This design comes from an exercise in tuning for small area, a short achievable clock period and few clock cycles per item on the open sky130 flow, not from production work.
The RTL was checked by simulation tests, not by an equivalence proof against the original design.

==> inputs of v39 <==
Design iq_mac64, start of the top module:
module iq_mac64 (
    input  wire        clk,
    input  wire        rst,
    input  wire        in_valid,
    output wire        in_ready,
    input  wire [63:0] in_acc,
    input  wire [63:0] in_x,
    input  wire [63:0] in_h,
    output wire        out_valid,
    input  wire        out_ready,
    output reg  [63:0] out_res
);
==> flow/config.mk <==
export PLATFORM = sky130hd
export DESIGN_NAME = iq_mac64
export DESIGN_NICKNAME = iq_mac64
export VERILOG_FILES = /design/flow/design.v
export SDC_FILE = /design/flow/constraint.sdc
export NUM_CORES = 8
export LEC_CHECK = 0
export ABC_AREA = 1
export CAP_MARGIN = 20
export CORE_MARGIN = 2
export CORE_UTILIZATION = 40
export CTS_CLUSTER_DIAMETER = 120
export CTS_CLUSTER_SIZE = 20
export PLACE_DENSITY = 0.5
export SLEW_MARGIN = 20
==> flow/constraint.sdc <==
create_clock -name core_clock -period 65.0 [get_ports {clk}]
set_input_delay 13.0000 -clock core_clock [delete_from_list [all_inputs] [get_ports {clk}]]
set_output_delay 13.0000 -clock core_clock [all_outputs]
set_load 0.01 [all_outputs]
standard.sh (not shown) runs the stock make flow with config.mk's settings and CLKGATE_MAP_FILE= SYNTH_SCRIPT=/design/flow/synth_recipe.tcl, a recipe that flattens the netlist after the stock synthesis.
==> flow/flow/run.sh <==
#!/bin/bash
# The standard layout (the standard.sh, all steps), with one change: the
# buffer that placement puts on every input and output port is
# sky130_fd_sc_hd__buf_2 instead of the cell buffer_ports picks by itself
# (a clkdlybuf4s50_1 delay cell). The full output of the flow goes to
# standard.log here; ORFS's own per-step logs stay under orfs/logs/.
set -euo pipefail
cd "$(dirname "$0")/.."
export BUFFER_PORTS_ARGS="-buffer_cell sky130_fd_sc_hd__buf_2"
bash standard.sh > standard.log 2>&1
==> inputs of v20, as changes to v39 <==
==> flow/flow/run.sh (replaced) <==
#!/bin/bash
# The standard layout (the standard.sh, all steps), with one change: the
# buffer that placement puts on every input and output port is
# sky130_fd_sc_hd__buf_1 instead of the cell buffer_ports picks by itself
# (a clkdlybuf4s50_1 delay cell). The full output of the flow goes to
# standard.log here; ORFS's own per-step logs stay under orfs/logs/.
set -euo pipefail
cd "$(dirname "$0")/.."
export BUFFER_PORTS_ARGS="-buffer_cell sky130_fd_sc_hd__buf_1"
bash standard.sh > standard.log 2>&1
--- a/flow/config.mk
+++ b/flow/config.mk
@@ -8,8 +8,8 @@
 export ABC_AREA = 1
 export CAP_MARGIN = 20
 export CORE_MARGIN = 2
-export CORE_UTILIZATION = 40
+export CORE_UTILIZATION = 52
 export CTS_CLUSTER_DIAMETER = 120
 export CTS_CLUSTER_SIZE = 20
-export PLACE_DENSITY = 0.5
+export PLACE_DENSITY = 0.62
 export SLEW_MARGIN = 20
==> inputs of v27, as changes to v39 <==
==> flow/flow/run.sh (replaced) <==
#!/bin/bash
# The standard layout (the standard.sh, all steps), with one change: the
# buffer that placement puts on every input and output port is
# sky130_fd_sc_hd__buf_1 instead of the cell buffer_ports picks by itself
# (a clkdlybuf4s50_1 delay cell). The full output of the flow goes to
# standard.log here; ORFS's own per-step logs stay under orfs/logs/.
set -euo pipefail
cd "$(dirname "$0")/.."
export BUFFER_PORTS_ARGS="-buffer_cell sky130_fd_sc_hd__buf_1"
bash standard.sh > standard.log 2>&1
--- a/flow/config.mk
+++ b/flow/config.mk
@@ -8,8 +8,8 @@
 export ABC_AREA = 1
 export CAP_MARGIN = 20
 export CORE_MARGIN = 2
-export CORE_UTILIZATION = 40
+export CORE_UTILIZATION = 56
 export CTS_CLUSTER_DIAMETER = 120
 export CTS_CLUSTER_SIZE = 20
-export PLACE_DENSITY = 0.5
+export PLACE_DENSITY = 0.66
 export SLEW_MARGIN = 20
==> inputs of v19, as changes to v39 <==
==> flow/run.sh (new file) <==
#!/bin/bash
# synth_recipe.tcl (not shown) runs the flow's synth.tcl, then flattens the netlist and writes it again
# the make line also repeats each setting of config.mk as NAME=value (left out here)
make -C /OpenROAD-flow-scripts/flow DESIGN_CONFIG=/design/flow/config.mk WORK_HOME=/design/flow/orfs CLKGATE_MAP_FILE= SYNTH_SCRIPT=/design/flow/synth_recipe.tcl finish
removed: flow/flow/run.sh
removed: flow/standard.sh
==> flow_summary.json <==
{
  "nonClkBufAreaFrac_pct": 3.34,
  "status": "complete, no violations",
  "met3_usage_pct": 11.6,
  "place_area_um2": 104000
}
Source of the figures above: v39

==> flow_summary.json <==
{
  "tap_cells": 2511,
  "place_area_um2": 102000,
  "nonClkBufAreaFrac_pct": 2.77,
  "nFillCells": 17800,
  "status": "complete, no violations",
  "met3_usage_pct": 16.0,
  "core_um2": 190000
}
Source of the figures above: v20

==> flow_summary.json <==
{
  "status": "complete, no violations",
  "grt_max_degree": 110,
  "place_area_um2": 105000,
  "synth_edf_count": 514,
  "slew_violations": 0,
  "pin_count": 262
}
Source of the figures above: v19

==> flow_summary.json <==
{
  "status": "complete, no violations",
  "place_area_um2": 102000,
  "ys_seq_area_share_pct": 17.0,
  "place.gp.congestion": 1.03,
  "die_h_um": 426,
  "startpoint": "out_res[54]",
  "clkLatencyLatePin_ns": 0.71,
  "synth_top_area_share_pct": 26.3
}
Source of the figures above: v27

Testbench counts of v39, summed over its fixed seeds: cycles 3,136, items 3,072.
Testbench counts of v20, summed over its fixed seeds: cycles 3,136, items 3,072.
Testbench counts of v27, summed over its fixed seeds: cycles 3,136, items 3,072.
Testbench counts of v19, summed over its fixed seeds: cycles 3,136, items 3,072.

separate check: timing with driven ports:
Ports are ideal in the flow. The routed layouts listed here were re-timed in OpenROAD.
Step 1: set_driving_cell puts a clkbuf_16 on clk and a buf_2 on each other input, an assumption about the parent block.
Step 2 times the ports against the registers' clock, not the clock port: input delays grow and output delays shrink by t, the midpoint of the rising clock arrivals with the driver on.
Slacks: ideal ports / drivers / drivers and shift; pairs: ideal ports / drivers.
| run | shift t [ns] | slack for setup (ns) | slew at the worst register clock pin (ns) |
|---|---|---|---|
| v39 | 0.841 | 50.744 / 50.644 / 50.706 | 0.10 / 0.10 |
| v20 | 0.783 | 50.795 / 50.699 / 50.708 | 0.10 / 0.10 |
| v27 | 0.787 | 50.775 / 50.672 / 50.702 | 0.10 / 0.10 |
| v19 | 0.841 | 50.401 / 50.302 / 50.280 | 0.10 / 0.10 |
After both steps setup and hold are still met in every run listed. For v19, which loses most, drivers alone change the setup slack by -0.099 ns; drivers and shift together by -0.121 ns.
